This design comes from an exercise in tuning for small area, a short achievable clock period and few clock cycles per item on the open sky130 flow, not from production work.
Power is estimated from default activity; no workload was simulated.

==> module tone_divisor_search, before the edit <==
module tone_divisor_search (
    input  wire        clk,
    input  wire        rst,       
    input  wire        start,
    input  wire [31:0] hz,        
    output wire        ready,
    output reg         done,
    output wire [7:0]  div,       
    output wire [15:0] cmp,       
    output wire [33:0] err        
);
    localparam [25:0] N = 26'd42000000;
    localparam [1:0] P_DIV = 2'd0, P_RND = 2'd1, P_NEG = 2'd2, P_SHF = 2'd3;
    reg        busy;
    reg        uq;        
    reg [1:0]  ph;
    reg        bigq;      
    reg [4:0]  cnt;       
    reg        nb;        
    reg [31:0] hzr;
    reg [33:0] R;         
    reg [15:0] X;         
    reg [1:0]  K;         
    assign ready = ~busy;
    assign div   = {K == 2'd3, 1'b0, K == 2'd2, 1'b0, K == 2'd1, 1'b0, K == 2'd0, 1'b0};
    assign cmp   = X;
    assign err   = {R[33:1], 1'b0};
    wire acc = start & ~busy;
    wire t10 = |hz[31:10];
    wire t12 = |hz[31:12];
    wire t13 = |hz[31:13];
    wire t14 = |hz[31:14];
    wire t15 = |hz[31:15];
    wire t18 = |hz[31:18];
    wire s8  = t18;
    wire s11 = t15 & ~t18;
    wire s12 = t14 & ~t15;
    wire s13 = t13 & ~t14;
    wire s14 = t12 & ~t13;
    wire s16 = t10 & ~t12;
    wire s22 = ~t10;
    wire [26:0] r_in = ({27{s8}}  & (N >> 8))  | ({27{s11}} & (N >> 11)) |
                       ({27{s12}} & (N >> 12)) | ({27{s13}} & (N >> 13)) |
                       ({27{s14}} & (N >> 14)) | ({27{s16}} & (N >> 16)) |
                       ({27{s22}} & (N >> 22));
    wire [4:0]  c_in = ({5{s8}}  & 5'd7)  | ({5{s11}} & 5'd10) | ({5{s12}} & 5'd11) |
                       ({5{s13}} & 5'd12) | ({5{s14}} & 5'd13) | ({5{s16}} & 5'd15) |
                       ({5{s22}} & 5'd21);    
    wire        n_in = |({s8, s11, s12, s13, s14, s16, s22} &
                         {N[7], N[10], N[11], N[12], N[13], N[15], N[21]});
    wire ge641 = (hzr >= 32'd641);
    wire ge161 = (hzr >= 32'd161);
    wire ge41  = (hzr >= 32'd41);
    wire [1:0] k   = {~ge161, (~ge641 & ge161) | ~ge41};
    wire       lo25 = (hzr[31:25] == 7'd0);
    wire        tiny   = (hzr[31:4] == 28'd0) && (hzr[3:0] <= 4'd10);
    wire [3:0]  t_hi   = 4'd10 - hzr[3:0];
    wire [9:0]  t_lo   = 10'd890 + {6'd0, hzr[3:0]};
    wire [26:0] r_tiny = {t_hi, 6'd0, t_lo, 7'd0};
    wire        dv    = busy & (ph == P_DIV);
    wire        rn    = busy & (ph == P_RND);
    wire        ng    = busy & (ph == P_NEG);
    wire        sh    = busy & (ph == P_SHF);
    wire        x0    = (X == 16'd0);
    wire        bstop = dv & (cnt == 5'd1) & x0 & ~cy;    
    wire        unsh  = uq;              
    wire [25:0] A     = unsh ? {1'b0, R[24:0]} : {R[24:0], dv & nb};
    wire        cin   = dv | (ng & ~bigq);
    wire [26:0] S2    = {1'b0, A[24:0], 1'b1} + {1'b0, ~hzr[24:0], cin};
    wire [24:0] S     = S2[25:1];
    wire        c25   = S2[26];
    wire        cy    = (c25 | A[25]) & lo25;        
    wire        take  = ng | (((dv & ~tiny) | rn) & cy);
    wire        tdv   = dv & tiny;
    wire [24:0] r_lo  = take ? (S ^ {25{ng}}) : acc ? r_in[24:0] :
                        tdv ? r_tiny[24:0] : A[24:0];
    wire [6:0]  hi7   = hzr[31:25] - {6'd0, c25};
    wire [8:0]  r_hi  = (sh | (rn & ~cy)) ? R[32:24] :
                        ng ? {2'b0, hi7 & {7{bigq}}} :
                        tdv ? {7'd0, r_tiny[26:25]} :
                        busy ? 9'd0 : acc ? {7'd0, r_in[26:25]} : R[33:25];
    wire [15:0] x_inc = X + 16'd1;
    wire        x_up  = (rn & cy) | (ng & bigq);
    wire last = (cnt == {2'd0, k, 1'b0});
    wire [1:0] ph_nx = {busy & (ph[1] | ph[0] | bstop),
                        busy & ((dv & last) | (rn & ~cy) | ng | sh)};
    wire fin = tdv | (rn & ~cy & (k == 2'd0)) | (ng & (k == 2'd0) & ~bigq) |
               (sh & (cnt == 5'd0));
    wire busy_nx = ~rst & (busy ? ~fin : acc);
    wire done_nx = ~rst & busy & fin;
    always @(posedge clk) begin
        busy <= busy_nx;
        done <= done_nx;
        uq   <= ~busy_nx | (ph_nx == P_NEG);
    end
    always @(posedge clk) begin
        ph <= ph_nx;
        if (!busy) begin
            hzr  <= hz;
            cnt  <= c_in;
            nb   <= n_in;
            bigq <= 1'b0;
        end else begin
            K <= k;
            if (bstop) begin
                bigq <= 1'b1;
                cnt  <= 5'd1;
            end else if (dv || sh) begin
                cnt <= cnt - 5'd1;
                nb  <= N[cnt - 5'd1];
            end
        end
        R <= {r_hi, r_lo};
        if (acc)
            X <= 16'd0;
        else if (tdv)
            X <= 16'hFFFF;
        else if (dv)
            X <= {X[14:0], cy | (cnt == 5'd1 && x0)};
        else if (x_up)
            X <= x_inc;
    end
endmodule
Settings: LEC_CHECK=0, CAP_MARGIN=20, CORE_MARGIN=2, CORE_UTILIZATION=40, PLACE_DENSITY=0.6, SLEW_MARGIN=20; clock period 10.0 ns.
standard.sh (not shown) runs the stock make flow with config.mk's settings and CLKGATE_MAP_FILE= SYNTH_SCRIPT=/design/flow/synth_recipe.tcl, a recipe that flattens the netlist after the stock synthesis.
==> flow/flow/run.sh <==
#!/bin/bash
# Standard ORFS layout (the standard.sh), with a larger setup-slack
# target for timing repair and buf_2 cells as the port buffers.
set -euo pipefail
export SETUP_SLACK_MARGIN=6.0
export BUFFER_PORTS_ARGS="-buffer_cell sky130_fd_sc_hd__buf_2"
bash standard.sh > standard.log 2>&1
Edit:
==> flow/design.v (replaced) <==
module tone_divisor_search (
    input  wire        clk,
    input  wire        rst,       
    input  wire        start,
    input  wire [31:0] hz,        
    output wire        ready,
    output reg         done,
    output wire [7:0]  div,       
    output wire [15:0] cmp,       
    output wire [33:0] err        
);
    localparam [25:0] N = 26'd42000000;
    localparam [1:0] P_DIV = 2'd0, P_RND = 2'd1, P_NEG = 2'd2, P_SHF = 2'd3;
    reg        busy;
    reg        uq;        
    reg [1:0]  ph;
    reg        bigq;      
    reg [4:0]  cnt;       
    reg        nb;        
    reg [31:0] hzr;
    reg [33:0] R;         
    reg [15:0] X;         
    reg [1:0]  K;         
    assign ready = ~busy;
    assign div   = {K == 2'd3, 1'b0, K == 2'd2, 1'b0, K == 2'd1, 1'b0, K == 2'd0, 1'b0};
    assign cmp   = X;
    assign err   = {R[33:1], 1'b0};
    wire acc = start & ~busy;
    wire t10 = |hz[31:10];
    wire t12 = |hz[31:12];
    wire t13 = |hz[31:13];
    wire t14 = |hz[31:14];
    wire t15 = |hz[31:15];
    wire t18 = |hz[31:18];
    wire tiny_in = ~t10 && (hz[9:4] == 6'd0) && (hz[3:0] <= 4'd10);
    wire s8  = t18;
    wire s11 = t15 & ~t18;
    wire s12 = t14 & ~t15;
    wire s13 = t13 & ~t14;
    wire s14 = t12 & ~t13;
    wire s16 = t10 & ~t12;
    wire s22 = ~t10 & ~tiny_in;
    wire [3:0]  t_hi   = 4'd10 - hz[3:0];
    wire [9:0]  t_lo   = 10'd890 + {6'd0, hz[3:0]};
    wire [26:0] r_tiny = {t_hi, 6'd0, t_lo, 7'd0};
    wire [26:0] r_in = ({27{s8}}  & (N >> 8))  | ({27{s11}} & (N >> 11)) |
                       ({27{s12}} & (N >> 12)) | ({27{s13}} & (N >> 13)) |
                       ({27{s14}} & (N >> 14)) | ({27{s16}} & (N >> 16)) |
                       ({27{s22}} & (N >> 22)) | ({27{tiny_in}} & r_tiny);
    wire [4:0]  c_in = ({5{s8}}  & 5'd7)  | ({5{s11}} & 5'd10) | ({5{s12}} & 5'd11) |
                       ({5{s13}} & 5'd12) | ({5{s14}} & 5'd13) | ({5{s16}} & 5'd15) |
                       ({5{s22}} & 5'd21);    
    wire        n_in = |({s8, s11, s12, s13, s14, s16, s22} &
                         {N[7], N[10], N[11], N[12], N[13], N[15], N[21]});
    wire ge641 = (hzr >= 32'd641);
    wire ge161 = (hzr >= 32'd161);
    wire ge41  = (hzr >= 32'd41);
    wire [1:0] k   = {~ge161, (~ge641 & ge161) | ~ge41};
    wire       big = (hzr > 32'd21000000);
    wire       lo25 = (hzr[31:25] == 7'd0);
    wire        dv    = busy & (ph == P_DIV);
    wire        rn    = busy & (ph == P_RND);
    wire        ng    = busy & (ph == P_NEG);
    wire        sh    = busy & (ph == P_SHF);
    wire        bstop = dv & big & (cnt == 5'd1);    
    wire        unsh  = uq;              
    wire [25:0] A     = unsh ? {1'b0, R[24:0]} : {R[24:0], dv & nb};
    wire        cin   = dv | (ng & ~bigq);
    wire [26:0] S2    = {1'b0, A[24:0], 1'b1} + {1'b0, ~hzr[24:0], cin};
    wire [24:0] S     = S2[25:1];
    wire        c25   = S2[26];
    wire        cy    = (c25 | A[25]) & lo25;        
    wire        take  = ng | ((dv | rn) & cy);
    wire [24:0] r_lo  = take ? (S ^ {25{ng}}) : acc ? r_in[24:0] : A[24:0];
    wire [6:0]  hi7   = hzr[31:25] - {6'd0, c25};
    wire [8:0]  r_hi  = (sh | (rn & ~cy)) ? R[32:24] :
                        ng ? {2'b0, hi7 & {7{bigq}}} :
                        busy ? 9'd0 : acc ? {7'd0, r_in[26:25]} : R[33:25];
    wire [15:0] x_inc = X + 16'd1;
    wire        x_up  = (rn & cy) | (ng & bigq);
    wire last = (cnt == {2'd0, k, 1'b0});
    wire [1:0] ph_nx = {busy & (ph[1] | ph[0] | bstop),
                        busy & ((dv & ~big & last) | (rn & ~cy) | ng | sh)};
    wire fin = (rn & ~cy & (k == 2'd0)) | (ng & (k == 2'd0) & ~bigq) |
               (sh & (cnt == 5'd0));
    wire busy_nx = ~rst & (busy ? ~fin : (acc & ~tiny_in));
    wire done_nx = ~rst & (busy ? fin : (acc & tiny_in));
    always @(posedge clk) begin
        busy <= busy_nx;
        done <= done_nx;
        uq   <= ~busy_nx | (ph_nx == P_NEG);
    end
    always @(posedge clk) begin
        ph <= ph_nx;
        if (!busy) begin
            hzr  <= hz;
            cnt  <= c_in;
            nb   <= n_in;
            bigq <= 1'b0;
        end else begin
            K <= k;
            if (bstop) begin
                bigq <= 1'b1;
                cnt  <= 5'd1;
            end else if (dv || sh) begin
                cnt <= cnt - 5'd1;
                nb  <= N[cnt - 5'd1];
            end
        end
        if (acc && tiny_in)
            K <= 2'd3;
        R <= {r_hi, r_lo};
        if (acc)
            X <= {16{tiny_in}};
        else if (dv)
            X <= {X[14:0], cy | bstop};
        else if (x_up)
            X <= x_inc;
    end
endmodule
What happened: The new run completed with no timing, DRC or antenna violations; combinational power goes down by about 3%; clock power goes down by about 1%; utilization goes down by 0.56 points; worst setup slack loses 0.0035 ns; global-route usage goes down by 0.99 points; area after synthesis goes up by about 0.44%; via count goes up by about 0.35%; final cell count hardly moves; non-clock buffer count goes down by 11; routed wire length goes down by 1.9%; first-iteration DRC count goes down by 16%.
No functional check of the RTL was part of any run of this note.

[separate check: timing with driven ports]
No port has a modelled driver above. Below, the same layouts with a new extraction and two added sets of constraints.
Step 1 assumes that a clkbuf_16 drives the clock port and a buf_2 every other input.
Step 2 adds t to the input delays and takes it off the output delays; t is the mean of the earliest and latest rising clock arrival at the registers after step 1. Input paths then give back, and output paths get back, about the clock's delay inside the block.
a / b / c = ideal ports / drivers / drivers and shift; a / b = the first two.
run | t (ns) | setup slack, ns | hold WS [ns] | worst setup path at the end | worst data-port slew with drivers (ns)
the first run | 0.402 | 6.084 / 6.084 / 5.929 | 0.524 / 0.524 / 0.524 | input to register | 0.03
the second run | 0.396 | 6.081 / 6.101 / 5.705 | 0.527 / 0.527 / 0.527 | input to register | 0.04
After both steps setup and hold are still met in every run listed. The setup slack of the second run, which loses most, moves by +0.020 ns with the drivers and by -0.376 ns with both steps.
